This is an optimization exercise on Yosys and OpenROAD, whose aim is small area, a short achievable clock period and few clock cycles, not a production implementation.
In this exercise RTL edits were held to simulation tests only and were not proved equivalent to the original.
Power and IR drop assume default switching activity.

==> flow/design.v <==
module psg_chan #(
    parameter KIND = 1                  
) (
    input  wire         clk,
    input  wire         rst,
    input  wire         do_init,
    input  wire         do_setvol,      
    input  wire         do_setpitch,
    input  wire         do_release,     
    input  wire         do_tick,
    input  wire         do_stop,
    input  wire         do_env,         
    input  wire         do_adv,         
    input  wire         spec_en,        
    input  wire         do_peak,
    input  wire [5:0]   peak_in,
    input  wire         do_sus,
    input  wire         sus_setvel,     
    input  wire [5:0]   sus_in,
    input  wire [7:0]   op_velocity,
    input  wire [31:0]  op_duration,
    input  wire [31:0]  op_adsr,        
    input  wire [1:0]   op_panpot,
    input  wire [47:0]  op_inc,
    input  wire [127:0] op_arg,
    output reg          tick_res,       
    output wire         late,
    output wire         play,           
    output wire         env_wr,         
    output wire [7:0]   note_vel_o,
    output wire [3:0]   s_o,
    output wire [5:0]   peak_o,
    output wire         ea,             
    output wire [1:0]   panpot_o,
    output reg  signed [15:0] term,     
    output wire [5:0]   ev_o,           
    output wire signed [10:0] dw_o      
);
    localparam [2:0] S_INIT = 3'd0, S_RISE = 3'd1, S_DEC = 3'd2, S_PLAY = 3'd3,
                     S_REL  = 3'd4, S_DYING = 3'd5, S_DEAD = 3'd6;
    localparam PW = (KIND == 1) ? 3 : ((KIND == 2) ? 5 : 15);
    reg [2:0]    st_x;                  
    reg [2:0]    nxt;
    reg [3:0]    step;
    reg [5:0]    vel, peak, sus;
    reg [1:0]    panpot;
    reg [2:0]    a_r, d_r, r_r;
    reg [3:0]    s_r;
    reg [7:0]    note_vel;
    reg [31:0]   dur;
    reg [PW+31:0] inc;
    reg [31:0]   frac;
    reg [PW-1:0] pos;
    reg [1:0]    duty;
    reg          npat;
    reg [127:0]  wave;
    wire [2:0]   state = st_x ^ S_DEAD;
    reg signed [9:0] nws;               
    assign late       = (state >= S_REL);
    assign play       = (state == S_PLAY);
    assign note_vel_o = note_vel;
    assign s_o        = s_r;
    assign peak_o     = peak;
    assign panpot_o   = panpot;
    reg [2:0] e_state, e_next;
    reg [3:0] e_step;
    reg [5:0] e_vel;
    always @* begin
        e_state = state;
        e_next  = nxt;
        e_step  = step;
        e_vel   = vel;
        case (state)
            S_INIT: begin
                e_next = S_RISE;
                e_step = 4'd0;
                if ((a_r | d_r) == 3'd0 || (sus == 6'd0 && peak == 6'd0)) begin
                    e_state = S_PLAY;  e_vel = sus;
                end else if (a_r == 3'd0 && s_r < 4'd15) begin
                    e_state = S_DEC;
                    e_vel   = (peak == 6'd0) ? sus : ((peak - 6'd1 > sus) ? peak - 6'd1 : sus);
                end else if (a_r == 3'd0) begin
                    e_state = S_PLAY;  e_vel = sus;
                end else begin
                    e_state = S_RISE;  e_vel = 6'd1;
                end
            end
            S_RISE: begin
                e_step = step + 4'd1;
                if (e_step >= {1'b0, a_r}) begin
                    if (nxt == S_DEC) begin
                        e_state = S_DEC;
                        dec_entry;
                    end else if (nxt == S_PLAY) begin
                        e_state = S_PLAY;
                        e_step  = 4'd0;
                    end else if (nxt == S_REL) begin
                        e_state = S_REL;
                        rel_entry;
                    end else begin
                        e_step = 4'd0;
                        e_vel  = vel + 6'd1;
                        if ({1'b0, vel} + 7'd1 >= {1'b0, peak}) begin
                            e_vel  = peak;
                            e_next = (d_r == 3'd0 || peak == sus) ? S_PLAY : S_DEC;
                        end
                    end
                end
            end
            S_DEC: begin
                e_step = step + 4'd1;
                if (e_step >= {1'b0, d_r}) begin
                    if (nxt == S_PLAY) begin
                        e_state = S_PLAY;
                        e_step  = 4'd0;
                    end else if (nxt == S_REL) begin
                        e_state = S_REL;
                        rel_entry;
                    end else begin
                        dec_entry;
                    end
                end
            end
            S_PLAY: begin
                if (nxt == S_REL) begin
                    e_state = S_REL;
                    e_step  = step + 4'd1;
                    rel_entry;
                end else begin
                    e_step = 4'd0;
                end
            end
            S_REL: begin
                e_step = step + 4'd1;
                if (e_step >= {1'b0, r_r}) begin
                    if (nxt == S_DYING) e_state = S_DEAD;
                    else                rel_entry;
                end
            end
            default: ;
        endcase
    end
    task dec_entry;
        begin
            e_step = 4'd0;
            if ({1'b0, vel} <= {1'b0, sus} + 7'd1) begin
                e_vel  = sus;
                e_next = S_PLAY;
            end else begin
                e_vel = vel - 6'd1;
            end
        end
    endtask
    task rel_entry;
        begin
            if (r_r == 3'd0) begin
                e_vel   = 6'd0;
                e_state = S_DEAD;
            end else begin
                e_step = 4'd0;
                if (vel <= 6'd1) begin
                    e_next = S_DYING;
                    e_vel  = 6'd0;
                end else begin
                    e_vel = vel - 6'd1;
                end
            end
        end
    endtask
    reg [5:0]        ev;
    reg              ea_r;
    reg signed [9:0] qh, ql;            
    reg signed [6:0] evn;               
    assign ev_o = ev;
    assign ea   = ea_r;
    wire [8:0] v1 = {3'b0, e_vel};
    wire [8:0] v2 = {2'b0, e_vel, 1'b0};
    wire [8:0] v4 = {1'b0, e_vel, 2'b0};
    wire [8:0] v8 = {e_vel, 3'b0};
    reg  signed [9:0] qh_n, ql_n;
    always @* begin
        case (duty)
            2'd0:    begin qh_n = $signed({1'b0, v8 - v1}); ql_n = -$signed({1'b0, v1}); end
            2'd1:    begin qh_n = $signed({1'b0, v4 + v2}); ql_n = -$signed({1'b0, v2}); end
            2'd2:    begin qh_n = $signed({1'b0, v4});      ql_n = -$signed({1'b0, v4}); end
            default: begin qh_n = $signed({1'b0, v2});      ql_n = -$signed({1'b0, v4 + v2}); end
        endcase
    end
    always @(posedge clk) begin
        if (kill)
            ea_r <= 1'b0;
        else if (spec_en)
            ea_r <= (e_state != S_DEAD);
        if (spec_en) begin
            ev   <= e_vel;
            if (KIND == 1) begin
                qh <= qh_n;
                ql <= ql_n;
            end
            if (KIND == 3)
                evn <= -$signed({1'b0, e_vel});
        end
    end
    function carry32(input [31:0] a, input [31:0] b);
        reg [31:0] g, p;
        integer lv, j;
        begin
            g = a & b;
            p = a | b;
            for (lv = 1; lv < 32; lv = lv * 2)
                for (j = 31; j >= lv; j = j - 1) begin
                    g[j] = g[j] | (p[j] & g[j - lv]);
                    p[j] = p[j] & p[j - lv];
                end
            carry32 = g[31];
        end
    endfunction
    wire [31:0]   frac_nx = frac + inc[31:0];
    reg           c32r;
    wire          c32     = (KIND == 1) ? carry32(frac, inc[31:0]) : c32r;
    wire          c32_n   = do_adv ? carry32(frac_nx, inc[31:0]) : carry32(frac, inc[31:0]);
    always @(posedge clk)
        c32r <= c32_n && !rst;
    wire          hold    = (KIND == 2) && rc;
    wire [PW-1:0] inc_i   = hold ? {PW{1'b0}} : inc[PW+31:32];
    function [29:0] add2(input [14:0] a, input [14:0] b);
        reg [14:0] g, p, x;
        integer lv, j;
        begin
            g = a & b;
            p = a ^ b;
            x = p;
            for (lv = 1; lv < 15; lv = lv * 2)
                for (j = 14; j >= lv; j = j - 1) begin
                    g[j] = g[j] | (p[j] & g[j - lv]);
                    p[j] = p[j] & p[j - lv];
                end
            add2[14:0]  = x ^ {g[13:0], 1'b0};
            add2[29:15] = x ^ {g[13:0] | p[13:0], 1'b1};
        end
    endfunction
    wire [29:0]   ps      = add2(pos, inc_i);
    wire [PW-1:0] ps0     = ps[PW-1:0];
    wire [PW-1:0] ps1     = ps[PW+14:15];
    wire [PW-1:0] pos_sum = (c32 && !hold) ? ps1 : ps0;
    wire [PW-1:0] pos_nx  = (KIND == 3 && npat) ? (pos_sum & 7'h7f) : pos_sum;
    function [14:0] fine_r(input [6:0] b);
        case (b)
            7'd0: fine_r = 15'h0001;
            7'd1: fine_r = 15'h0002;
            7'd2: fine_r = 15'h0004;
            7'd3: fine_r = 15'h0008;
            7'd4: fine_r = 15'h0010;
            7'd5: fine_r = 15'h0020;
            7'd6: fine_r = 15'h0040;
            7'd7: fine_r = 15'h0080;
            7'd8: fine_r = 15'h0100;
            7'd9: fine_r = 15'h0200;
            7'd10: fine_r = 15'h0400;
            7'd11: fine_r = 15'h0800;
            7'd12: fine_r = 15'h1000;
            7'd13: fine_r = 15'h2000;
            7'd14: fine_r = 15'h4001;
            7'd15: fine_r = 15'h0003;
            7'd16: fine_r = 15'h0006;
            7'd17: fine_r = 15'h000c;
            7'd18: fine_r = 15'h0018;
            7'd19: fine_r = 15'h0030;
            7'd20: fine_r = 15'h0060;
            7'd21: fine_r = 15'h00c0;
            7'd22: fine_r = 15'h0180;
            7'd23: fine_r = 15'h0300;
            7'd24: fine_r = 15'h0600;
            7'd25: fine_r = 15'h0c00;
            7'd26: fine_r = 15'h1800;
            7'd27: fine_r = 15'h3000;
            7'd28: fine_r = 15'h6001;
            7'd29: fine_r = 15'h4002;
            7'd30: fine_r = 15'h0005;
            7'd31: fine_r = 15'h000a;
            7'd32: fine_r = 15'h0014;
            7'd33: fine_r = 15'h0028;
            7'd34: fine_r = 15'h0050;
            7'd35: fine_r = 15'h00a0;
            7'd36: fine_r = 15'h0140;
            7'd37: fine_r = 15'h0280;
            7'd38: fine_r = 15'h0500;
            7'd39: fine_r = 15'h0a00;
            7'd40: fine_r = 15'h1400;
            7'd41: fine_r = 15'h2800;
            7'd42: fine_r = 15'h5001;
            7'd43: fine_r = 15'h2003;
            7'd44: fine_r = 15'h4007;
            7'd45: fine_r = 15'h000f;
            7'd46: fine_r = 15'h001e;
            7'd47: fine_r = 15'h003c;
            7'd48: fine_r = 15'h0078;
            7'd49: fine_r = 15'h00f0;
            7'd50: fine_r = 15'h01e0;
            7'd51: fine_r = 15'h03c0;
            7'd52: fine_r = 15'h0780;
            7'd53: fine_r = 15'h0f00;
            7'd54: fine_r = 15'h1e00;
            7'd55: fine_r = 15'h3c00;
            7'd56: fine_r = 15'h7801;
            7'd57: fine_r = 15'h7002;
            7'd58: fine_r = 15'h6004;
            7'd59: fine_r = 15'h4008;
            7'd60: fine_r = 15'h0011;
            7'd61: fine_r = 15'h0022;
            7'd62: fine_r = 15'h0044;
            7'd63: fine_r = 15'h0088;
            7'd64: fine_r = 15'h0110;
            7'd65: fine_r = 15'h0220;
            7'd66: fine_r = 15'h0440;
            7'd67: fine_r = 15'h0880;
            7'd68: fine_r = 15'h1100;
            7'd69: fine_r = 15'h2200;
            7'd70: fine_r = 15'h4401;
            7'd71: fine_r = 15'h0803;
            7'd72: fine_r = 15'h1006;
            7'd73: fine_r = 15'h200c;
            7'd74: fine_r = 15'h4019;
            7'd75: fine_r = 15'h0033;
            7'd76: fine_r = 15'h0066;
            7'd77: fine_r = 15'h00cc;
            7'd78: fine_r = 15'h0198;
            7'd79: fine_r = 15'h0330;
            7'd80: fine_r = 15'h0660;
            7'd81: fine_r = 15'h0cc0;
            7'd82: fine_r = 15'h1980;
            7'd83: fine_r = 15'h3300;
            7'd84: fine_r = 15'h6601;
            7'd85: fine_r = 15'h4c02;
            7'd86: fine_r = 15'h1805;
            7'd87: fine_r = 15'h300a;
            7'd88: fine_r = 15'h6015;
            7'd89: fine_r = 15'h402a;
            7'd90: fine_r = 15'h0055;
            7'd91: fine_r = 15'h00aa;
            7'd92: fine_r = 15'h0154;
            7'd93: fine_r = 15'h02a8;
            7'd94: fine_r = 15'h0550;
            7'd95: fine_r = 15'h0aa0;
            7'd96: fine_r = 15'h1540;
            7'd97: fine_r = 15'h2a80;
            7'd98: fine_r = 15'h5501;
            7'd99: fine_r = 15'h2a03;
            7'd100: fine_r = 15'h5407;
            7'd101: fine_r = 15'h280f;
            7'd102: fine_r = 15'h501f;
            7'd103: fine_r = 15'h203f;
            7'd104: fine_r = 15'h407f;
            7'd105: fine_r = 15'h00ff;
            7'd106: fine_r = 15'h01fe;
            7'd107: fine_r = 15'h03fc;
            7'd108: fine_r = 15'h07f8;
            7'd109: fine_r = 15'h0ff0;
            7'd110: fine_r = 15'h1fe0;
            7'd111: fine_r = 15'h3fc0;
            7'd112: fine_r = 15'h7f81;
            7'd113: fine_r = 15'h7f02;
            7'd114: fine_r = 15'h7e04;
            7'd115: fine_r = 15'h7c08;
            7'd116: fine_r = 15'h7810;
            7'd117: fine_r = 15'h7020;
            7'd118: fine_r = 15'h6040;
            7'd119: fine_r = 15'h4080;
            7'd120: fine_r = 15'h0101;
            7'd121: fine_r = 15'h0202;
            7'd122: fine_r = 15'h0404;
            7'd123: fine_r = 15'h0808;
            7'd124: fine_r = 15'h1010;
            7'd125: fine_r = 15'h2020;
            7'd126: fine_r = 15'h4041;
            7'd127: fine_r = 15'h0083;
            default: fine_r = 15'h0000;
        endcase
    endfunction
    function [14:0] fine_w(input [7:0] a);
        case (a)
            8'd0: fine_w = 15'h4000;
            8'd1: fine_w = 15'h3040;
            8'd2: fine_w = 15'h2400;
            8'd3: fine_w = 15'h1b24;
            8'd4: fine_w = 15'h1040;
            8'd5: fine_w = 15'h3c20;
            8'd6: fine_w = 15'h0924;
            8'd7: fine_w = 15'h1dd2;
            8'd8: fine_w = 15'h3400;
            8'd9: fine_w = 15'h1734;
            8'd10: fine_w = 15'h1940;
            8'd11: fine_w = 15'h3ae9;
            8'd12: fine_w = 15'h0d34;
            8'd13: fine_w = 15'h12da;
            8'd14: fine_w = 15'h3649;
            8'd15: fine_w = 15'h7040;
            8'd16: fine_w = 15'h1440;
            8'd17: fine_w = 15'h3f24;
            8'd18: fine_w = 15'h0b64;
            8'd19: fine_w = 15'h2c60;
            8'd20: fine_w = 15'h3504;
            8'd21: fine_w = 15'h14f6;
            8'd22: fine_w = 15'h29d2;
            8'd23: fine_w = 15'h2334;
            8'd24: fine_w = 15'h0e74;
            8'd25: fine_w = 15'h23a9;
            8'd26: fine_w = 15'h37dd;
            8'd27: fine_w = 15'h1fee;
            8'd28: fine_w = 15'h2493;
            8'd29: fine_w = 15'h4609;
            8'd30: fine_w = 15'h6400;
            8'd31: fine_w = 15'h2b64;
            8'd32: fine_w = 15'h3440;
            8'd33: fine_w = 15'h2704;
            8'd34: fine_w = 15'h1964;
            8'd35: fine_w = 15'h21f2;
            8'd36: fine_w = 15'h3d24;
            8'd37: fine_w = 15'h0ae6;
            8'd38: fine_w = 15'h2d40;
            8'd39: fine_w = 15'h2ddd;
            8'd40: fine_w = 15'h1474;
            8'd41: fine_w = 15'h2833;
            8'd42: fine_w = 15'h3b7d;
            8'd43: fine_w = 15'h629a;
            8'd44: fine_w = 15'h2209;
            8'd45: fine_w = 15'h4f64;
            8'd46: fine_w = 15'h1f24;
            8'd47: fine_w = 15'h1344;
            8'd48: fine_w = 15'h3e60;
            8'd49: fine_w = 15'h3896;
            8'd50: fine_w = 15'h1cd6;
            8'd51: fine_w = 15'h37c2;
            8'd52: fine_w = 15'h27a6;
            8'd53: fine_w = 15'h009d;
            8'd54: fine_w = 15'h39a9;
            8'd55: fine_w = 15'h3c47;
            8'd56: fine_w = 15'h134e;
            8'd57: fine_w = 15'h59e7;
            8'd58: fine_w = 15'h4093;
            8'd59: fine_w = 15'h6d6d;
            8'd60: fine_w = 15'h5040;
            8'd61: fine_w = 15'h0c60;
            8'd62: fine_w = 15'h2d24;
            8'd63: fine_w = 15'h06f6;
            8'd64: fine_w = 15'h2440;
            8'd65: fine_w = 15'h2b14;
            8'd66: fine_w = 15'h1064;
            8'd67: fine_w = 15'h273b;
            8'd68: fine_w = 15'h3934;
            8'd69: fine_w = 15'h05ee;
            8'd70: fine_w = 15'h2f09;
            8'd71: fine_w = 15'h4aa9;
            8'd72: fine_w = 15'h1974;
            8'd73: fine_w = 15'h2dfe;
            8'd74: fine_w = 15'h3d2d;
            8'd75: fine_w = 15'h5c20;
            8'd76: fine_w = 15'h2144;
            8'd77: fine_w = 15'h2bd2;
            8'd78: fine_w = 15'h22b6;
            8'd79: fine_w = 15'h0f54;
            8'd80: fine_w = 15'h3b70;
            8'd81: fine_w = 15'h375f;
            8'd82: fine_w = 15'h1e0f;
            8'd83: fine_w = 15'h3cda;
            8'd84: fine_w = 15'h2ae7;
            8'd85: fine_w = 15'h65a0;
            8'd86: fine_w = 15'h53dd;
            8'd87: fine_w = 15'h348a;
            8'd88: fine_w = 15'h10d3;
            8'd89: fine_w = 15'h610d;
            8'd90: fine_w = 15'h7d64;
            8'd91: fine_w = 15'h0a96;
            8'd92: fine_w = 15'h0964;
            8'd93: fine_w = 15'h2de2;
            8'd94: fine_w = 15'h3424;
            8'd95: fine_w = 15'h0c2f;
            8'd96: fine_w = 15'h2950;
            8'd97: fine_w = 15'h22d5;
            8'd98: fine_w = 15'h163d;
            8'd99: fine_w = 15'h4f47;
            8'd100: fine_w = 15'h367d;
            8'd101: fine_w = 15'h6757;
            8'd102: fine_w = 15'h2459;
            8'd103: fine_w = 15'h71de;
            8'd104: fine_w = 15'h1c69;
            8'd105: fine_w = 15'h77f2;
            8'd106: fine_w = 15'h03f2;
            8'd107: fine_w = 15'h2486;
            8'd108: fine_w = 15'h19c6;
            8'd109: fine_w = 15'h380b;
            8'd110: fine_w = 15'h257f;
            8'd111: fine_w = 15'h0b85;
            8'd112: fine_w = 15'h34e8;
            8'd113: fine_w = 15'h597a;
            8'd114: fine_w = 15'h793a;
            8'd115: fine_w = 15'h512a;
            8'd116: fine_w = 15'h430e;
            8'd117: fine_w = 15'h5587;
            8'd118: fine_w = 15'h6db7;
            8'd119: fine_w = 15'h6b9b;
            8'd120: fine_w = 15'h7400;
            8'd121: fine_w = 15'h2774;
            8'd122: fine_w = 15'h3d40;
            8'd123: fine_w = 15'h21cd;
            8'd124: fine_w = 15'h1d74;
            8'd125: fine_w = 15'h2efa;
            8'd126: fine_w = 15'h3f6d;
            8'd127: fine_w = 15'h6d92;
            8'd128: fine_w = 15'h2040;
            8'd129: fine_w = 15'h2810;
            8'd130: fine_w = 15'h1224;
            8'd131: fine_w = 15'h1689;
            8'd132: fine_w = 15'h3830;
            8'd133: fine_w = 15'h062c;
            8'd134: fine_w = 15'h1f9b;
            8'd135: fine_w = 15'h5374;
            8'd136: fine_w = 15'h1a34;
            8'd137: fine_w = 15'h1c8d;
            8'd138: fine_w = 15'h3cb9;
            8'd139: fine_w = 15'h338e;
            8'd140: fine_w = 15'h1197;
            8'd141: fine_w = 15'h52ff;
            8'd142: fine_w = 15'h4dd2;
            8'd143: fine_w = 15'h0850;
            8'd144: fine_w = 15'h3a34;
            8'd145: fine_w = 15'h04ad;
            8'd146: fine_w = 15'h2eb9;
            8'd147: fine_w = 15'h3e1c;
            8'd148: fine_w = 15'h19b7;
            8'd149: fine_w = 15'h4cef;
            8'd150: fine_w = 15'h4940;
            8'd151: fine_w = 15'h06b9;
            8'd152: fine_w = 15'h2034;
            8'd153: fine_w = 15'h0f37;
            8'd154: fine_w = 15'h2219;
            8'd155: fine_w = 15'h4368;
            8'd156: fine_w = 15'h1f2d;
            8'd157: fine_w = 15'h4582;
            8'd158: fine_w = 15'h3264;
            8'd159: fine_w = 15'h3e99;
            8'd160: fine_w = 15'h2a14;
            8'd161: fine_w = 15'h10a5;
            8'd162: fine_w = 15'h27ab;
            8'd163: fine_w = 15'h5558;
            8'd164: fine_w = 15'h05af;
            8'd165: fine_w = 15'h4ff9;
            8'd166: fine_w = 15'h268d;
            8'd167: fine_w = 15'h2f03;
            8'd168: fine_w = 15'h2d2e;
            8'd169: fine_w = 15'h6171;
            8'd170: fine_w = 15'h5c45;
            8'd171: fine_w = 15'h5aaf;
            8'd172: fine_w = 15'h77e6;
            8'd173: fine_w = 15'h0cfd;
            8'd174: fine_w = 15'h148d;
            8'd175: fine_w = 15'h3ab1;
            8'd176: fine_w = 15'h370e;
            8'd177: fine_w = 15'h72f3;
            8'd178: fine_w = 15'h50f7;
            8'd179: fine_w = 15'h4a56;
            8'd180: fine_w = 15'h6974;
            8'd181: fine_w = 15'h098e;
            8'd182: fine_w = 15'h022d;
            8'd183: fine_w = 15'h4c5f;
            8'd184: fine_w = 15'h3d34;
            8'd185: fine_w = 15'h06ea;
            8'd186: fine_w = 15'h2d49;
            8'd187: fine_w = 15'h7b1b;
            8'd188: fine_w = 15'h1870;
            8'd189: fine_w = 15'h2e3c;
            8'd190: fine_w = 15'h0dbf;
            8'd191: fine_w = 15'h45fd;
            8'd192: fine_w = 15'h2204;
            8'd193: fine_w = 15'h1aa1;
            8'd194: fine_w = 15'h2322;
            8'd195: fine_w = 15'h60fa;
            8'd196: fine_w = 15'h0ba3;
            8'd197: fine_w = 15'h4e72;
            8'd198: fine_w = 15'h716b;
            8'd199: fine_w = 15'h3bde;
            8'd200: fine_w = 15'h2ba3;
            8'd201: fine_w = 15'h5652;
            8'd202: fine_w = 15'h636b;
            8'd203: fine_w = 15'h364c;
            8'd204: fine_w = 15'h2383;
            8'd205: fine_w = 15'h4842;
            8'd206: fine_w = 15'h67f9;
            8'd207: fine_w = 15'h38a5;
            8'd208: fine_w = 15'h3983;
            8'd209: fine_w = 15'h43d8;
            8'd210: fine_w = 15'h6b59;
            8'd211: fine_w = 15'h45d1;
            8'd212: fine_w = 15'h3f19;
            8'd213: fine_w = 15'h4ab5;
            8'd214: fine_w = 15'h107d;
            8'd215: fine_w = 15'h7df1;
            8'd216: fine_w = 15'h3539;
            8'd217: fine_w = 15'h5527;
            8'd218: fine_w = 15'h15cf;
            8'd219: fine_w = 15'h6bc1;
            8'd220: fine_w = 15'h2fbb;
            8'd221: fine_w = 15'h5f5c;
            8'd222: fine_w = 15'h0126;
            8'd223: fine_w = 15'h7a5b;
            8'd224: fine_w = 15'h2881;
            8'd225: fine_w = 15'h2e88;
            8'd226: fine_w = 15'h7ac8;
            8'd227: fine_w = 15'h75ac;
            8'd228: fine_w = 15'h5ac8;
            8'd229: fine_w = 15'h6d8c;
            8'd230: fine_w = 15'h48c8;
            8'd231: fine_w = 15'h601e;
            8'd232: fine_w = 15'h40e8;
            8'd233: fine_w = 15'h7e0e;
            8'd234: fine_w = 15'h447a;
            8'd235: fine_w = 15'h70e7;
            8'd236: fine_w = 15'h5e7a;
            8'd237: fine_w = 15'h7b7d;
            8'd238: fine_w = 15'h52da;
            8'd239: fine_w = 15'h0609;
            8'd240: fine_w = 15'h5440;
            8'd241: fine_w = 15'h0f64;
            8'd242: fine_w = 15'h2f64;
            8'd243: fine_w = 15'h3744;
            8'd244: fine_w = 15'h2544;
            8'd245: fine_w = 15'h28d6;
            8'd246: fine_w = 15'h20f6;
            8'd247: fine_w = 15'h3ee6;
            8'd248: fine_w = 15'h3a74;
            8'd249: fine_w = 15'h349d;
            8'd250: fine_w = 15'h2e9d;
            8'd251: fine_w = 15'h2507;
            8'd252: fine_w = 15'h29a7;
            8'd253: fine_w = 15'h54d3;
            8'd254: fine_w = 15'h5249;
            8'd255: fine_w = 15'h5b24;
            default: fine_w = 15'h0000;
        endcase
    endfunction
    localparam [127:0] ROUGH = 128'h7f54cee9637b5b2470be57344f143040;
    reg               nf, nr;           
    reg signed [10:0] dw;               
    reg               rc;               
    assign dw_o = dw;
    wire [14:0] npos = pos_nx;
    wire        nf_n = ^(fine_r(npos[6:0]) & fine_w(npos[14:7]));
    wire        nr_n = ROUGH[npos[6:0]];
    wire [4:0]        waddr = pos_nx;   
    wire [3:0]        nib_n = wave[{waddr[4:1], ~waddr[0], 2'b00} +: 4];
    wire signed [10:0] dw_n = $signed({2'b00, nib_n, 5'b00000}) + nws;
    reg               wbusy;
    reg [1:0]         wq;
    wire [31:0] wquar = wave[32*wq +: 32];
    wire [6:0]  qsum  = ((wquar[3:0] + wquar[7:4]) + (wquar[11:8] + wquar[15:12])) +
                        ((wquar[19:16] + wquar[23:20]) + (wquar[27:24] + wquar[31:28]));
    reg sq_hi;
    always @* begin
        case (duty)
            2'd0:    sq_hi = (pos[2:0] == 3'd0);
            2'd1:    sq_hi = (pos[2:0] <= 3'd1);
            2'd2:    sq_hi = (pos[2:0] <= 3'd3);
            default: sq_hi = (pos[2:0] <= 3'd5);
        endcase
        if (KIND == 1)
            term = sq_hi ? $signed({qh, 6'd0}) : $signed({ql, 6'd0});
        else if (KIND == 3)
            term = (npat ? nr : nf) ? $signed({2'b00, ev, 8'd0}) : $signed({evn, 8'd0});
        else
            term = 16'sd0;
    end
    wire tick_exp = do_tick && !late && (dur == 32'd1);
    always @* begin
        if (late)               tick_res = 1'b0;
        else if (dur == 32'd0)  tick_res = 1'b1;
        else                    tick_res = (dur != 32'd1);
    end
    wire rel_dead = do_release && (r_r == 3'd0 || vel == 6'd0);
    wire rel_stage = do_release && !rel_dead;
    wire tick_dead = tick_exp && (vel == 6'd0 || r_r == 3'd0);
    wire sus_vel = do_sus && sus_setvel && state == S_PLAY;
    wire kill   = do_stop || rel_dead || tick_dead;
    assign env_wr = do_init || do_setvol || do_peak || do_sus || (do_release && !kill) || (tick_exp && !kill) ||
                    do_env || (KIND == 2 && (wbusy || rc)) ||
                    (KIND != 1 && (do_setpitch || do_init));
    reg [2:0] st_n;
    always @* begin
        st_n = state;
        if (do_init)  st_n = S_INIT;
        if (rel_dead) st_n = S_DEAD;
        if (tick_exp) st_n = tick_dead ? S_DEAD : S_REL;
        if (do_stop)  st_n = S_DEAD;
        if (do_env)   st_n = e_state;
    end
    wire st_we = rst || do_init || rel_dead || tick_exp || do_stop || do_env;
    reg [5:0] vel_n;
    always @* begin
        vel_n = vel;
        if (sus_vel)                          vel_n = sus_in;
        if (do_release && r_r == 3'd0)        vel_n = 6'd0;
        if (tick_exp && r_r == 3'd0)          vel_n = 6'd0;
        if (do_env)                           vel_n = e_vel;
    end
    wire vel_we = rst || sus_vel || ((do_release || tick_exp) && r_r == 3'd0) || do_env;
    always @(posedge clk) begin
        if (st_we)
            st_x <= (st_n ^ S_DEAD) & {3{!rst}};
        if (vel_we)
            vel <= vel_n & {6{!rst}};
        if (rst || rel_stage || do_env)
            nxt <= (do_env ? e_next : S_REL) & {3{!rst}};
        if (rst || do_env)
            step <= e_step & {4{!rst}};
    end
    always @(posedge clk) begin
        if (rst) begin
            frac <= 32'd0;
            pos  <= {PW{1'b0}};
            nf   <= 1'b0;
            nr   <= 1'b0;
        end else if (do_adv) begin
            frac <= frac_nx;
            pos  <= pos_nx;
            if (KIND == 3) begin
                nf <= nf_n;
                nr <= nr_n;
            end
        end
    end
    always @(posedge clk) begin
        if (rst) begin
            wbusy <= 1'b0;
            rc    <= 1'b0;
        end else if (KIND == 2) begin
            rc <= wbusy && (wq == 2'd3) && !do_init;
            if (do_init) begin
                wbusy <= 1'b1;
                wq    <= 2'd0;
            end else if (wbusy) begin
                wq <= wq + 1'b1;
                if (wq == 2'd3) wbusy <= 1'b0;
            end
        end
    end
    always @(posedge clk) begin
        if (do_init) begin
            note_vel <= op_velocity;
            dur      <= op_duration;
            a_r      <= op_adsr[2:0];
            d_r      <= op_adsr[10:8];
            s_r      <= op_adsr[19:16];
            r_r      <= op_adsr[26:24];
            if (KIND == 1) duty <= op_arg[1:0];
            if (KIND == 2) wave <= op_arg;
            if (KIND == 3) npat <= op_arg[0];
        end
        if (do_init || do_setvol)
            panpot <= op_panpot;
        if (do_init || do_setpitch)
            inc <= op_inc[PW+31:0];
        if (do_tick && !late && dur != 32'd0)
            dur <= dur - 32'd1;
        if (do_peak)
            peak <= peak_in;
        if (do_sus)
            sus <= sus_in;
        if (KIND == 2) begin
            if (do_adv || rc)
                dw <= dw_n;
            if (do_init)
                nws <= 10'sd0;
            else if (wbusy)
                nws <= nws - $signed({3'b000, qsum});
        end
    end
endmodule
module psg_voice #(
    parameter NFRAMES = 16              
) (
    input  wire         clk,
    input  wire         rst,
    input  wire         cmd_valid,
    output wire         cmd_ready,
    input  wire [3:0]   cmd_op,
    input  wire [1:0]   cmd_ch,
    input  wire [7:0]   cmd_velocity,
    input  wire [31:0]  cmd_duration,
    input  wire [31:0]  cmd_adsr,       
    input  wire [7:0]   cmd_vol,
    input  wire [7:0]   cmd_pan,
    input  wire [47:0]  cmd_inc,
    input  wire [127:0] cmd_arg,
    output reg          rsp_valid,
    output reg  [1:0]   rsp_status,
    output reg          rsp_tick,
    output reg          smp_valid,
    input  wire         smp_ready,
    output reg          smp_last,
    output reg  signed [17:0] smp_left,
    output reg  signed [17:0] smp_right
);
    localparam [3:0] OP_INIT_PCM8 = 4'h1, OP_INIT_SQUARE = 4'h2, OP_INIT_WAVE = 4'h3,
                     OP_INIT_NOISE = 4'h4, OP_SET_VOLUME = 4'h5, OP_SET_PITCH = 4'h6,
                     OP_RELEASE = 4'h7, OP_TICK_NOTE = 4'h8, OP_PROCESS = 4'h9,
                     OP_STOP = 4'hA, OP_MIX_BLOCK = 4'hB;
    localparam [1:0] ST_OK = 2'd0, ST_REFUSED = 2'd1, ST_FAULT = 2'd2, ST_HALTED = 2'd3;
    localparam [1:0] P_LEFT = 2'd0, P_CENTER = 2'd1, P_RIGHT = 2'd2;
    localparam FW = $clog2(NFRAMES);
    reg          ready;                 
    reg          faulted;
    reg [FW-1:0] nleft;                 
    reg [3:0]    bsel;                  
    reg [3:0]    fsel_r;                
    reg          bpend;                 
    reg          bpend_mix;
    reg [1:0]    bpend_ch;
    reg          brsp;                  
    reg          q_valid;               
    reg [1:0]    q_status;
    reg          q_tick;
    reg          v2;                    
    reg [1:0]    v2_ch;
    reg          v2_setvel;
    reg [7:0]    v2_vol;
    reg [7:0]    v2_nv;                 
    reg [3:0]    v2_s, v3_s;            
    reg          v3;                    
    reg [1:0]    v3_ch;
    reg          v3_setvel;
    reg [5:0]    v3_pk;
    reg [3:0]    fr1;                   
    assign cmd_ready = ready;
    wire accept = cmd_valid && ready;
    wire op_reserved = (cmd_op == 4'h0) || (cmd_op >= 4'hC);
    wire op_refused  = op_reserved || (cmd_op == OP_MIX_BLOCK && cmd_ch != 2'd0);
    reg  kind_bad;
    always @* begin
        case (cmd_op)
            OP_INIT_PCM8:   kind_bad = 1'b1;
            OP_INIT_SQUARE: kind_bad = (cmd_ch != 2'd0) && (cmd_ch != 2'd1);
            OP_INIT_WAVE:   kind_bad = (cmd_ch != 2'd2);
            OP_INIT_NOISE:  kind_bad = (cmd_ch != 2'd3);
            default:        kind_bad = 1'b0;
        endcase
    end
    wire run = accept && !faulted && !op_refused && !kind_bad;
    wire [3:0] ch_sel   = 4'b0001 << cmd_ch;
    wire       is_init  = (cmd_op == OP_INIT_SQUARE) || (cmd_op == OP_INIT_WAVE) ||
                          (cmd_op == OP_INIT_NOISE);
    wire       is_block = (cmd_op == OP_PROCESS) || (cmd_op == OP_MIX_BLOCK);
    wire       run_blk  = run && is_block;
    wire [3:0] late;
    wire [3:0] do_init     = (run && is_init)                   ? ch_sel : 4'b0;
    wire [3:0] do_setvol   = (run && cmd_op == OP_SET_VOLUME)   ? (ch_sel & ~late) : 4'b0;
    wire [3:0] do_setpitch = (run && cmd_op == OP_SET_PITCH)    ? ch_sel : 4'b0;
    wire [3:0] do_release  = (run && cmd_op == OP_RELEASE)      ? (ch_sel & ~late) : 4'b0;
    wire [3:0] do_tick     = (run && cmd_op == OP_TICK_NOTE)    ? ch_sel : 4'b0;
    wire [3:0] do_stop     = (run && cmd_op == OP_STOP)         ? ch_sel : 4'b0;
    wire       vol_go      = |(do_init | do_setvol);
    wire [3:0] play;
    wire       setvel_now  = |(do_setvol & play);
    wire [1:0] op_panpot = ($signed(cmd_pan) < -8'sd21) ? P_LEFT :
                           ($signed(cmd_pan) >  8'sd20) ? P_RIGHT : P_CENTER;
    function [35:0] csa(input [17:0] a, input [17:0] b, input [17:0] c);
        begin
            csa[17:0]  = a ^ b ^ c;
            csa[35:18] = {((a[16:0] & b[16:0]) | (a[16:0] & c[16:0]) | (b[16:0] & c[16:0])), 1'b0};
        end
    endfunction
    function [17:0] add18(input [17:0] a, input [17:0] b);
        reg [17:0] g, p, x;
        integer lv, j;
        begin
            g = a & b;
            p = a ^ b;
            x = p;
            for (lv = 1; lv < 18; lv = lv * 2)
                for (j = 17; j >= lv; j = j - 1) begin
                    g[j] = g[j] | (p[j] & g[j - lv]);
                    p[j] = p[j] & p[j - lv];
                end
            add18 = x ^ {g[16:0], 1'b0};
        end
    endfunction
    wire out_free = !smp_valid || smp_ready;
    wire idle     = (nleft == {FW{1'b0}});            
    wire       acc_mix = run_blk && (cmd_op == OP_MIX_BLOCK);
    wire [3:0] bmask   = bpend ? (bpend_mix ? 4'b1111 : (4'b0001 << bpend_ch)) : 4'b1111;
    wire [3:0] f_sel   = !idle ? bsel : bmask;
    wire [3:0] fresh    = fr1;
    wire       f_fresh  = &(fresh | ~bmask);
    wire start     = (acc_mix || bpend) && out_free && f_fresh;    
    wire cont      = !idle && smp_valid && smp_ready;              
    wire load      = start || cont;
    wire last_load = cont && (nleft == 1);
    wire spec_en   = (idle && !start) || last_load;
    wire [7:0]  nv_o [0:3];
    wire [3:0]  s_o  [0:3];
    wire [5:0]  pk_o [0:3];
    wire [7:0]  mv = v2_nv;
    wire [17:0] mr0 = v2_vol[0] ? {10'd0, mv}       : 18'd0;
    wire [17:0] mr1 = v2_vol[1] ? {9'd0, mv, 1'b0}  : 18'd0;
    wire [17:0] mr2 = v2_vol[2] ? {8'd0, mv, 2'b0}  : 18'd0;
    wire [17:0] mr3 = v2_vol[3] ? {7'd0, mv, 3'b0}  : 18'd0;
    wire [17:0] mr4 = v2_vol[4] ? {6'd0, mv, 4'b0}  : 18'd0;
    wire [17:0] mr5 = v2_vol[5] ? {5'd0, mv, 5'b0}  : 18'd0;
    wire [17:0] mr6 = v2_vol[6] ? {4'd0, mv, 6'b0}  : 18'd0;
    wire [17:0] mr7 = v2_vol[7] ? {3'd0, mv, 7'b0}  : 18'd0;
    wire [35:0] m1 = csa(mr0, mr1, mr2);
    wire [35:0] m2 = csa(mr3, mr4, mr5);
    wire [35:0] m3 = csa(m1[17:0], m1[35:18], m2[17:0]);
    wire [35:0] m4 = csa(m2[35:18], mr6, mr7);
    wire [35:0] m5 = csa(m3[17:0], m3[35:18], m4[17:0]);
    wire [35:0] m6 = csa(m5[17:0], m5[35:18], m4[35:18]);
    wire [17:0] v2_prod = add18(m6[17:0], m6[35:18]);
    wire [5:0]  v2_peak = v2_prod[15:10];
    wire [3:0]  sv = v3_s;
    wire [17:0] sr0 = sv[0] ? {12'd0, v3_pk}       : 18'd0;
    wire [17:0] sr1 = sv[1] ? {11'd0, v3_pk, 1'b0} : 18'd0;
    wire [17:0] sr2 = sv[2] ? {10'd0, v3_pk, 2'b0} : 18'd0;
    wire [17:0] sr3 = sv[3] ? {9'd0, v3_pk, 3'b0}  : 18'd0;
    wire [35:0] s1 = csa(sr0, sr1, sr2);
    wire [35:0] s2 = csa(s1[17:0], s1[35:18], sr3);
    wire [35:0] s3 = csa(s2[17:0], s2[35:18], 18'd15);
    wire [17:0] v3_t   = add18(s3[17:0], s3[35:18]);
    wire [5:0]  v3_sus = v3_t[9:4];
    wire [3:0]         tick_res;
    wire [3:0]         env_wr;
    wire [3:0]         ea;
    wire [1:0]         panpot [0:3];
    wire signed [15:0] term   [0:3];
    wire [5:0]         ev     [0:3];
    wire signed [10:0] dw     [0:3];
    genvar g;
    generate
        for (g = 0; g < 4; g = g + 1) begin : ch
            psg_chan #(.KIND(g < 2 ? 1 : (g == 2 ? 2 : 3))) u_chan (
                .clk         (clk),
                .rst         (rst),
                .do_init     (do_init[g]),
                .do_setvol   (do_setvol[g]),
                .do_setpitch (do_setpitch[g]),
                .do_release  (do_release[g]),
                .do_tick     (do_tick[g]),
                .do_stop     (do_stop[g]),
                .do_env      (start && f_sel[g]),
                .do_adv      (load && f_sel[g] && ea[g]),
                .spec_en     (spec_en),
                .do_peak     (v2 && v2_ch == g),
                .peak_in     (v2_peak),
                .do_sus      (v3 && v3_ch == g),
                .sus_setvel  (v3_setvel),
                .sus_in      (v3_sus),
                .op_velocity (cmd_velocity),
                .op_duration (cmd_duration),
                .op_adsr     (cmd_adsr),
                .op_panpot   (op_panpot),
                .op_inc      (cmd_inc),
                .op_arg      (cmd_arg),
                .tick_res    (tick_res[g]),
                .late        (late[g]),
                .play        (play[g]),
                .env_wr      (env_wr[g]),
                .note_vel_o  (nv_o[g]),
                .s_o         (s_o[g]),
                .peak_o      (pk_o[g]),
                .ea          (ea[g]),
                .panpot_o    (panpot[g]),
                .term        (term[g]),
                .ev_o        (ev[g]),
                .dw_o        (dw[g])
            );
        end
    endgenerate
    wire [3:0] gl, gr;
    genvar h;
    generate
        for (h = 0; h < 4; h = h + 1) begin : gate
            assign gl[h] = ea[h] && (panpot[h] != P_RIGHT);
            assign gr[h] = ea[h] && (panpot[h] != P_LEFT);
        end
    endgenerate
    wire [17:0] t0 = {{2{term[0][15]}}, term[0]};
    wire [17:0] t1 = {{2{term[1][15]}}, term[1]};
    wire [17:0] t3 = {{2{term[3][15]}}, term[3]};
    wire [17:0] dwx = {{7{dw[2][10]}}, dw[2]};
    wire [5:0]  evw = ev[2];
    wire [17:0] w0 = evw[0] ? dwx        : 18'd0;
    wire [17:0] w1 = evw[1] ? (dwx << 1) : 18'd0;
    wire [17:0] w2 = evw[2] ? (dwx << 2) : 18'd0;
    wire [17:0] w3 = evw[3] ? (dwx << 3) : 18'd0;
    wire [17:0] w4 = evw[4] ? (dwx << 4) : 18'd0;
    wire [17:0] w5 = evw[5] ? (dwx << 5) : 18'd0;
    function [17:0] side(input [3:0] gg, input [17:0] a0, input [17:0] a1, input [17:0] a3,
                         input [17:0] x0, input [17:0] x1, input [17:0] x2,
                         input [17:0] x3, input [17:0] x4, input [17:0] x5);
        reg [17:0] b0, b1, b3, y0, y1, y2, y3, y4, y5;
        reg [35:0] c1, c2, c3, c4, c5, c6, c7;
        begin
            b0 = gg[0] ? a0 : 18'd0;
            b1 = gg[1] ? a1 : 18'd0;
            b3 = gg[3] ? a3 : 18'd0;
            y0 = gg[2] ? x0 : 18'd0;
            y1 = gg[2] ? x1 : 18'd0;
            y2 = gg[2] ? x2 : 18'd0;
            y3 = gg[2] ? x3 : 18'd0;
            y4 = gg[2] ? x4 : 18'd0;
            y5 = gg[2] ? x5 : 18'd0;
            c1 = csa(b0, b1, b3);
            c2 = csa(y0, y1, y2);
            c3 = csa(y3, y4, y5);
            c4 = csa(c1[17:0], c1[35:18], c2[17:0]);
            c5 = csa(c2[35:18], c3[17:0], c3[35:18]);
            c6 = csa(c4[17:0], c4[35:18], c5[17:0]);
            c7 = csa(c6[17:0], c6[35:18], c5[35:18]);
            side = add18(c7[17:0], c7[35:18]);
        end
    endfunction
    wire [17:0] mix_l = side(gl & fsel_r, t0, t1, t3, w0, w1, w2, w3, w4, w5);
    wire [17:0] mix_r = side(gr & fsel_r, t0, t1, t3, w0, w1, w2, w3, w4, w5);
    wire last_out = smp_valid && smp_ready && idle && smp_last;   
    reg       n_q_valid, n_brsp, n_v2, n_v3, n_bpend, n_bmix;
    reg [1:0] n_bch;
    reg [3:0] n_bsel, n_bmask, n_fsel;
    reg [FW-1:0] n_nleft;
    always @* begin
        n_nleft = nleft;
        if (start)     n_nleft = NFRAMES - 1;
        else if (cont) n_nleft = nleft - 1'b1;
        n_bpend   = (bpend || run_blk) && !start;
        n_brsp    = (brsp && !last_out) || start;
        n_q_valid = (q_valid && (brsp || last_out)) || (accept && !run_blk);
        n_bsel    = start ? f_sel : bsel;
        n_bmix    = (run_blk && !start) ? (cmd_op == OP_MIX_BLOCK) : bpend_mix;
        n_bch     = (run_blk && !start) ? cmd_ch : bpend_ch;
        n_bmask   = n_bpend ? (n_bmix ? 4'b1111 : (4'b0001 << n_bch)) : 4'b1111;
        n_fsel    = (n_nleft != {FW{1'b0}}) ? n_bsel : n_bmask;
        n_v2      = vol_go;
        n_v3      = v2;
    end
    always @(posedge clk) begin
        if (rst) begin
            ready     <= 1'b1;
            faulted   <= 1'b0;
            nleft     <= {FW{1'b0}};
            bpend     <= 1'b0;
            brsp      <= 1'b0;
            q_valid   <= 1'b0;
            v2        <= 1'b0;
            v3        <= 1'b0;
            fsel_r    <= 4'b1111;
            fr1       <= 4'b0;
            smp_valid <= 1'b0;
            smp_last  <= 1'b0;
            rsp_valid <= 1'b0;
        end else begin
            nleft   <= n_nleft;
            bpend   <= n_bpend;
            brsp    <= n_brsp;
            q_valid <= n_q_valid;
            v2      <= n_v2;
            v3      <= n_v3;
            fsel_r  <= n_fsel;
            fr1     <= spec_en ? ~env_wr : 4'b0;
            ready   <= (n_nleft == {FW{1'b0}}) && !n_bpend && !(n_v2 && setvel_now) && !(n_v3 && v2_setvel) &&
                       !(n_q_valid && n_brsp);
            if (accept && !faulted && !op_refused && kind_bad)
                faulted <= 1'b1;
            if (load) begin
                smp_valid <= 1'b1;
                smp_last  <= cont && (nleft == 1);
            end else if (smp_valid && smp_ready) begin
                smp_valid <= 1'b0;
            end
            if (last_out) begin
                rsp_valid <= 1'b1;
            end else begin
                rsp_valid <= q_valid && !brsp;
            end
        end
    end
    always @(posedge clk) begin
        if (last_out) begin
            rsp_status <= ST_OK;
            rsp_tick   <= 1'b0;
        end else begin
            rsp_status <= q_status;
            rsp_tick   <= q_tick;
        end
        if (accept && !run_blk) begin
            if (faulted)          q_status <= ST_HALTED;
            else if (op_refused)  q_status <= ST_REFUSED;
            else if (kind_bad)    q_status <= ST_FAULT;
            else                  q_status <= ST_OK;
            q_tick <= run && (cmd_op == OP_TICK_NOTE) && tick_res[cmd_ch];
        end
        if (run_blk && !start) begin
            bpend_mix <= (cmd_op == OP_MIX_BLOCK);
            bpend_ch  <= cmd_ch;
        end
        if (start)
            bsel <= f_sel;
        if (load) begin
            smp_left  <= mix_l;
            smp_right <= mix_r;
        end
        if (vol_go) begin
            v2_ch     <= cmd_ch;
            v2_vol    <= cmd_vol;
            v2_nv     <= is_init ? cmd_velocity : nv_o[cmd_ch];
            v2_s      <= is_init ? cmd_adsr[19:16] : s_o[cmd_ch];
            v2_setvel <= setvel_now;
        end
        if (v2) begin
            v3_ch     <= v2_ch;
            v3_setvel <= v2_setvel;
            v3_pk     <= v2_peak;
            v3_s      <= v2_s;
        end
    end
endmodule
==> flow/flow/run.sh <==
#!/bin/bash
# Layout: the standard ORFS flow on the design's SDC, in three make calls.
#  - Synthesis is the standard one (synth_recipe.tcl: -nofsm -noshare, flatten, rename)
#    except that adders are left to ABC instead of being mapped to full/half-adder
#    cells (ADDER_MAP_FILE empty); the registers are the same.
#  - The timing repair after clock-tree synthesis is asked to leave more setup slack
#    than the design's period needs; placement and routing repairs keep their defaults.
# Every tool's log stays under orfs/logs; each make call's output goes to its own log.
set -euo pipefail
bash standard.sh ADDER_MAP_FILE= place > make_place.log 2>&1
bash standard.sh ADDER_MAP_FILE= SETUP_SLACK_MARGIN=12 cts > make_cts.log 2>&1
bash standard.sh ADDER_MAP_FILE= finish > make_finish.log 2>&1
==> flow/standard.sh <==
#!/bin/bash
# synth_recipe.tcl (not shown) runs the flow's synth.tcl, then flattens the netlist and writes it again
# the make line also repeats each setting of config.mk as NAME=value (left out here)
make -C /OpenROAD-flow-scripts/flow DESIGN_CONFIG=/design/flow/config.mk WORK_HOME=/design/flow/orfs CLKGATE_MAP_FILE= SYNTH_SCRIPT=/design/flow/synth_recipe.tcl "${@:-finish}"
==> flow/config.mk <==
export PLATFORM = sky130hd
export DESIGN_NAME = psg_voice
export DESIGN_NICKNAME = psg_voice
export VERILOG_FILES = /design/flow/design.v
export SDC_FILE = /design/flow/constraint.sdc
export NUM_CORES = 4
export LEC_CHECK = 0
export CAP_MARGIN = 20
export CORE_MARGIN = 2
export CORE_UTILIZATION = 40
export SLEW_MARGIN = 20
==> flow/constraint.sdc <==
create_clock -name core_clock -period 18.0 [get_ports {clk}]
set_input_delay 3.6000 -clock core_clock [delete_from_list [all_inputs] [get_ports {clk}]]
set_output_delay 3.6000 -clock core_clock [all_outputs]
set_load 0.01 [all_outputs]
==> results.cfg, run 1 <==
[status]
status = no timing/DRC/antenna violations

[power_and_ir_drop]
cellPowerDensity_mw_per_mm2 = 79.6
internal_power_w = 0.00459
p_leak_nw = 27.9
switchingPower_w = 0.00210
swShare = 0.314
power_frac_seq = 0.390
pwr-share-comb = 0.270
p_clk_frac = 0.340
ir_drop_v = 0.0000841

[global_route]
antenna_found_initial = 17
grt_pass1_vias = 65515
grt_max_degree = 92
grt_usage = 0.262
grt_pass1_wl_um = 396000
overflow = 0

[drt]
drt-initial-drc-count = 7681
drcViolationCount = 0
vias = 69686
wl_per_cell_um = 23.0
viasPerCell = 6.18
antenna_left = 0
wl_um = 259000
drt-pass1-iter-count = 7

[cells_and_area]
fill_cells = 17984
final_nets = 8980
fin_area_sq_mm = 0.0841
syn_to_final_growth_pct = 12.5
fin_util = 0.453
drive_gt1_frac = 0.0848
final_cells = 11284

[worst_setup_path]
r2r_end = ch[3].u_chan.nf$_SDFFE_PP0P_
end_kind = flop
reg2regPathDepth = 20
start_kind = flop
path_max_fanout = 39
cp-startpoint = ch[3].u_chan.inc[32]$_DFFE_PN_
worstPathRequired_ns = 18.60
arrival_ns = 6.87
worstSetupPathType = flop to flop
reg2reg_slack_ns = 11.72
timing.rr.start = ch[3].u_chan.inc[32]$_DFFE_PN_
crit_end = ch[3].u_chan.nf$_SDFFE_PP0P_

[clocking]
holdBufCountCts = 0
h-tree-depth = 3
cts.sinks = 963
cts.clk_slew.worst_paths_ns = 0.06
cts_tree = built
cts_buffer_depth = 3
root_buffer = clkbuf_16
cts_buffers = 104
worstSkewPairLatency_ns = 0.77

[placed_design]
dp.cells = 11050
dp_hpwl_um = 183000
pre_cts_ws_ns = 9.24
port_buffers = 296
gp_congestion = 1.02
placed_area_sq_mm = 0.0796

[run]
drv_cap = 0

[floorplanning]
ios = 317
die_w_um = 436
coreArea_sq_mm = 0.185
die_y_um = 436
fp-row-count = 158
start_util = 0.403
design.die.area_sq_mm = 0.190

[synthesis]
ys.warnings.count = 4
ys_types = 121
synth_area_leader_cell = edfxtp_1
yosysSeqAreaShare = 0.359
synth-seq-cells = 963
synthCells = 8742
synth_top_area_share = 0.304
async_reset_ff_frac = 0
ys_dominant_reg_cell = edfxtp_1
syn_area_per_cell_sq_um = 8.55
syn_area_sq_mm = 0.0747
synth_fp_nets = 9016
yosys-top-cells-area = edfxtp_1 (30%), xnor2_1 (6.1%), dfxtp_1 (5.5%), a21oi_1 (4.9%), o21ai_0 (4.7%)
synth_edf_count = 757

[sta]
setup_violations = 0
worst-slew-pin-transition_ns = 1.19
grt_setup_unrepaired = no
period_minus_slack_ns = 6.28
relSlewSlack = 0.197
skew_ns = 0.0499
final_max_slew_viol_count = 0
setup_tns_ns = 0
finalCritPeriodShare = 0.349
fmax_mhz = 159
hold_viol = 0
fin_ws_ns = 11.72

[worst_hold_path]
hold_depth = 0
min_path_type = flop to flop
per-stage QoR:
stage | total power, W | hold WS, ns
after floorplan | 0.00398 | 0.400
after detailed placement | 0.00443 | 0.412
after global placement | 0.00440 | 0.401
final | 0.00669 | 0.424
after global routing | 0.00701 | 0.435
after CTS | 0.00673 | 0.428
Yosys cell counts, drive strengths merged, types with 57 or more instances:
master	count
a211oi	105
a21oi	747
a221oi	57
a22oi	70
a31oi	176
and2	85
and3	57
buf	158
clkbuf	449
dfxtp	206
edfxtp	757
inv	225
maj3	257
mux2i	69
mux4	77
nand2	877
nand2b	86
nand3	168
nor2	898
nor2b	77
nor3	210
nor4	57
o211ai	99
o21a	63
o21ai	737
o22ai	130
o31ai	59
or2	67
or3	149
xnor2	528
xor2	267
power by group through the flow:
stage | Clock, W | Sequential (W) | Combinational, W
global placement | 0 | 0.00265 | 0.00174
detailed placement | 0 | 0.00266 | 0.00178
floorplan | 0 | 0.00260 | 0.00138
finish | 0.00227 | 0.00261 | 0.00181
global route | 0.00240 | 0.00262 | 0.00199
CTS | 0.00232 | 0.00261 | 0.00180
area by class of cell:
cell class | count | area (sq um) | share of cell area
sequential | 963 | 26900 | 0.319
clock buffer | 123 | 2700 | 0.0322
timing repair buffer | 460 | 4450 | 0.0529
antenna | 8 | 20.0 | 0.000238
multi-input combinational | 6945 | 45200 | 0.537
inverter | 232 | 871 | 0.0104
clock inverter | 73 | 910 | 0.0108
tap | 2480 | 3100 | 0.0369
logic make-up after synthesis:
kind of cell    after synthesis  synth area share
compound gates             2778             0.237
xor+xnor                    828             0.104
fa+ha+maj                   257            0.0349
buf+inv                     839            0.0464
flops                       963             0.359
mux                         178            0.0375
simple gates               2899             0.181
metal layers:
layer | vias up | track usage | share of wire
met1 | 33512 | 0.350 | 0.42
met4 | 6 | 0.115 | 0.047
met3 | 624 | 0.0467 | 0.083
met2 | 3107 | 0.416 | 0.45
met5 | - | 0 | 0.00013
li1 | 32437 | - | -
worst min path at each step:
stage                                   end  slack (ns)                        startpoint
3_3_place_gp              v3_s[2]$_DFFE_PP_        0.40                 v2_s[2]$_DFFE_PP_
2_1_floorplan             v3_s[0]$_DFFE_PP_        0.40                 v2_s[0]$_DFFE_PP_
4_1_cts                   v3_s[1]$_DFFE_PP_        0.43                 v2_s[1]$_DFFE_PP_
3_5_place_dp              v3_s[1]$_DFFE_PP_        0.41                 v2_s[1]$_DFFE_PP_
5_1_grt        ch[2].u_chan.dw[2]$_DFFE_PP_        0.43  ch[2].u_chan.nws[2]$_SDFFE_PP0P_
6_report                  v3_s[1]$_DFFE_PP_        0.42                 v2_s[1]$_DFFE_PP_
sequential cells by signal, summed over array words and instances (netlist names), 14 cells and up:
name	flops
ch.u_chan.dur	128
ch.u_chan.pos	26
ch.u_chan.s_r	16
ch.u_chan.vel	24
ch.u_chan.step	16
ch.u_chan.ql	18
ch.u_chan.peak	24
ch.u_chan.wave	128
smp_left	18
smp_right	18
ch.u_chan.sus	24
ch.u_chan.note_vel	32
ch.u_chan.inc	154
ch.u_chan.qh	14
ch.u_chan.frac	128
repair_timing:
item | 4_1_cts | 5_1_grt
setup endpoints to repair | 1007 | 0
setup buffers | 18 | 0
gates resized for setup | 145 | 0
cells in the final DEF (no fill, tap or decap), types with 55 or more instances in the layout:
master / synthesis / layout
nor2_1: 893 / 878
nand2_1: 871 / 859
edfxtp_1: 757 / 757
a21oi_1: 737 / 733
o21ai_0: 708 / 701
xnor2_1: 522 / 507
clkdlybuf4s50_1: 0 / 289
xor2_1: 266 / 261
maj3_1: 231 / 231
inv_1: 224 / 223
dfxtp_1: 206 / 206
nor3_1: 204 / 197
a31oi_1: 174 / 170
nand3_1: 168 / 162
or3_1: 149 / 148
buf_4: 25 / 132
o22ai_1: 130 / 130
clkbuf_16: 0 / 104
o211ai_1: 99 / 99
a211oi_1: 100 / 98
nand2b_1: 86 / 83
mux4_2: 77 / 77
and2_1: 78 / 76
nor2b_1: 77 / 74
a22oi_1: 70 / 70
mux2i_1: 68 / 67
or2_2: 64 / 64
o21a_1: 63 / 63
o31ai_1: 58 / 58
a221oi_1: 55 / 55
critical path, stage by stage, from the launching register on:
cell	delay, ns
edfxtp_1	0.41
maj3_2	0.40
a221oi_2	0.37
o21ai_0	0.16
a211o_1	0.44
o21ba_2	0.35
xnor2_2	0.16
buf_4	0.35
buf_8	0.37
nor2_1	0.26
nor2_1	0.64
nand3_1	0.16
a31oi_1	0.24
a311oi_1	0.09
o32ai_2	0.33
o211ai_1	0.19
xnor3_1	0.39
xnor2_1	0.30
xnor3_1	0.33
nand2_1	0.10
a21oi_1	0.06
Testbench counts, summed over its fixed seeds: cycles 56,605.
==> run 2, diff against run 1 <==
==> flow/flow/run.sh (replaced) <==
#!/bin/bash
# Layout: the standard ORFS flow on the design's SDC, in three make calls.
#  - Synthesis is the standard one (synth_recipe.tcl: -nofsm -noshare, flatten, rename)
#    except that adders are left to ABC instead of being mapped to full/half-adder
#    cells (ADDER_MAP_FILE empty); the registers are the same.
#  - The timing repairs after clock-tree synthesis and after global routing are asked
#    to leave more setup slack than the design's period needs (more after CTS, where
#    the parasitics are still estimated from placement).
# Every tool's log stays under orfs/logs; each make call's output goes to its own log.
set -euo pipefail
bash standard.sh ADDER_MAP_FILE= place > make_place.log 2>&1
bash standard.sh ADDER_MAP_FILE= SETUP_SLACK_MARGIN=12.6 cts > make_cts.log 2>&1
bash standard.sh ADDER_MAP_FILE= SETUP_SLACK_MARGIN=12 finish > make_finish.log 2>&1
--- a/flow/config.mk
+++ b/flow/config.mk
@@ -7,5 +7,5 @@
 export LEC_CHECK = 0
 export CAP_MARGIN = 20
 export CORE_MARGIN = 2
-export CORE_UTILIZATION = 40
+export CORE_UTILIZATION = 55
 export SLEW_MARGIN = 20
==> run 2 against run 1 <==
  * Critical path depth decreased by 2
  * Worst hold slack worse by 0.0032 ns
  * First-iteration DRC count up 33%
  * Count of clock-buffer cells in the layout grew 12
  * Worst setup slack better by 0.32 ns
  * Critical endpoint is now ch[2].u_chan.frac[26]$_SDFFE_PP0P_
  * Routed wire length grew 6.1%
  * Still clean
  * Sequential cell count is the same
==> results.cfg, run 2 <==
[synthesis]
synth_edf_count = 757
synth_common_cells = nor2_1 (893), nand2_1 (871), edfxtp_1 (757)
yosys-top-cells-area = edfxtp_1 (30%), xnor2_1 (6.1%), dfxtp_1 (5.5%), a21oi_1 (4.9%), o21ai_0 (4.7%)
synth_most_common_cell = nor2_1
synth_area_leader_cell = edfxtp_1
synth-seq-cells = 963
synth_top_area_share = 0.304
async_reset_ff_frac = 0
ys.warnings.count = 4
ys_dominant_reg_cell = edfxtp_1
yosysSeqAreaShare = 0.359
syn_area_per_cell_sq_um = 8.55
syn_area_sq_mm = 0.0747
synthCells = 8742
synth_fp_nets = 9016
ys_types = 121

[worst_setup_path]
path_max_fanout = 5
worstSetupPathType = input port to flop
r2r_end = ch[3].u_chan.nf$_SDFFE_PP0P_
end_kind = flop
arrival_ns = 6.59
reg2reg_slack_ns = 12.24
reg2regPathDepth = 16
worstPathRequired_ns = 18.64
timing.rr.start = ch[3].u_chan.inc[32]$_DFFE_PN_
start_kind = input port

[floorplanning]
ios = 317
die_y_um = 373
start_util = 0.553
die_w_um = 373
coreArea_sq_mm = 0.135
fp-row-count = 135
design.die.area_sq_mm = 0.139

[drt]
wl_um = 275000
vias = 72742
wl_per_cell_um = 25.6
antenna_left = 0
viasPerCell = 6.76
drt-pass1-iter-count = 13
drcViolationCount = 0
drt-initial-drc-count = 10244

[sta]
worst-slew-pin-transition_ns = 1.17
relSlewSlack = 0.222
setup_violations = 0
final_max_slew_viol_count = 0
finalCritPeriodShare = 0.331
period_minus_slack_ns = 5.95
hold_ws_ns = 0.421
setup_tns_ns = 0
skew_ns = 0.0520
hold_viol = 0
fmax_mhz = 168
grt_setup_unrepaired = no

[global_route]
grt_pass1_wl_um = 411000
grt_pass1_vias = 67285
use_met3 = 0.101
busiest_layer = met2
overflow = 0
use_met2 = 0.571
grt_usage = 0.384
grtUsageMet1 = 0.520
grt_max_degree = 166
antenna_found_initial = 25

[power_and_ir_drop]
p_leak_nw = 29.9
cellPowerDensity_mw_per_mm2 = 78.6
ir_drop_v = 0.0000863

[placed_design]
placed_area_sq_mm = 0.0787
gp_congestion = 1.03
port_buffers = 296
dp_hpwl_um = 181000

[cells_and_area]
max_flop_register = ch.u_chan.inc
syn_to_final_growth_pct = 16.9
layout_common_cells = nor2_1 (856), nand2_1 (801), edfxtp_1 (757)
drive_gt1_frac = 0.124
fin_area_sq_mm = 0.0873
largest_reg_flops = 154
final_nets = 9163
layout_commonest_cell = nor2_1

[clocking]
cts_buffers = 105
cts_tree = built
cts.clk_slew.worst_paths_ns = 0.06
worstSkewPairLatency_ns = 0.76
root_buffer = clkbuf_16
h-tree-depth = 3
cts.sinks = 963
cts_buffer_depth = 3
holdBufCountCts = 0

[worst_hold_path]
min_path_type = flop to flop
worstHoldStart = v2_s[2]$_DFFE_PP_
hold_path_end = v3_s[2]$_DFFE_PP_
hold_depth = 0

[run]
drv_cap = 0

[status]
status = no timing/DRC/antenna violations
[run 2: cell counts after synthesis]
Identical to the previous run, type by type.
[run 2: routing by layer]
layer,routed length [um],vias to the layer above
met1,110000,34777
met4,15100,26
met2,117000,4237
li1,-,32848
met5,197,-
met3,32600,854
[run 2: worst max path at each step]
stage | from | endpoint | slack, ns | cells past startpoint
floorplan | cmd_op[0] | ch[2].u_chan.a_r[0]$_DFFE_PP_ | 8.19 | 9
global placement | cmd_ch[1] | ch[1].u_chan.pos[2]$_SDFFE_PP0P_ | 9.24 | 18
detailed placement | cmd_ch[1] | ch[1].u_chan.frac[3]$_SDFFE_PP0P_ | 9.18 | 18
CTS | cmd_ch[0] | fsel_r[0]$_SDFF_PP1_ | 12.21 | 17
global route | cmd_ch[1] | ch[2].u_chan.frac[28]$_SDFFE_PP0P_ | 12.00 | 18
finish | cmd_ch[1] | ch[2].u_chan.frac[26]$_SDFFE_PP0P_ | 12.05 | 18
[run 2: timing repair]
item | 4_1_cts | 5_1_grt
setup buffers | 156 | 5
endpoints found under the hold margin | 0 | 0
cloned | 57 | 0
resized for setup | 596 | 10
pin swaps | 159 | 5
setup endpoints to repair | 1111 | 80
[run 2: final cells by class]
type	instances	area (sq um)
fillers	11132	47800
multi-input cells	6951	46400
flip-flops and latches	963	26900
repair buffers	636	7340
clock buffers	135	2860
well taps	1781	2230
inverters	232	913
clock inverters	64	717
diodes	6	15.0
[run 2: worst max-delay path, stage by stage]
cell       delay, ns
buf_12          0.10
buf_12          0.13
nor2_4          0.15
nor2_2          0.07
o21ai_2         0.13
nand2_2         0.09
nor3_4          0.21
and3b_2         0.24
a31o_4          0.16
o2111ai_4       0.18
o21ai_4         0.15
buf_6           0.13
buf_12          0.09
nand3_4         0.14
bufbuf_16       0.36
buf_12          0.14
or3_1           0.33
a21oi_1         0.15
[run 2: power by group]
group	internal (W)	switching, W	leakage [nW]
Sequential	0.00253	0.0000744	8.65
Combinational	0.000824	0.00118	19.5
Clock	0.00129	0.000964	1.72
Total	0.00464	0.00222	29.9
[run 2: kinds of logic (layout without fill, tap and decap cells)]
family / after synthesis / in the layout / synth area share
AO/OA/AOI/OAI: 2778 / 2781 / 0.237
XOR/XNOR: 828 / 828 / 0.104
adder cells (fa/ha/maj): 257 / 257 / 0.0349
buffers and inverters: 839 / 1067 / 0.0464
flip-flops: 963 / 963 / 0.359
multiplexers: 178 / 179 / 0.0375
other: 0 / 6 / 0
AND/OR/NAND/NOR: 2899 / 2906 / 0.181
[run 2: through the flow]
| stage | setup WS [ns] | util | std cells | total power [W] |
|---|---|---|---|---|
| global placement | 9.24 | 0.582 | 10342 | 0.00448 |
| finish | 12.05 | 0.646 | 10768 | 0.00686 |
| CTS | 12.21 | 0.645 | 10754 | 0.00683 |
| global route | 12.00 | 0.646 | 10763 | 0.00713 |
| floorplan | 8.19 | - | 8742 | 0.00398 |
| detailed placement | 9.18 | 0.582 | 10342 | 0.00452 |

afterwards: timing with drivers on the ports:
In the flow no input, the clock included, has a driving cell. The finished layouts below were timed again as built, in two steps.
Step 1 sets driving cells, clkbuf_16 on the clock port and buf_2 on the other inputs (assumed; they add their load-dependent delay and slew).
Step 2 moves the port delays by t, midway between the first and last clock arrival at a register: inputs arrive t later, outputs are due t later. That takes back most of the time a late clock gives input paths.
Three values: ideal ports, drivers, drivers and shift; two values: the first two.
run	t (ns)	setup WS [ns]	hold WS [ns]	cell pins on the clock port's net
run 1	0.830	11.724 / 11.724 / 11.019	0.424 / 0.424 / 0.424	1
run 2	0.815	12.049 / 12.084 / 11.269	0.421 / 0.421 / 0.421	1
After both steps every run listed still meets setup and hold. The setup slack of run 2, which loses most, moves by +0.035 ns with the drivers and by -0.780 ns with both steps.
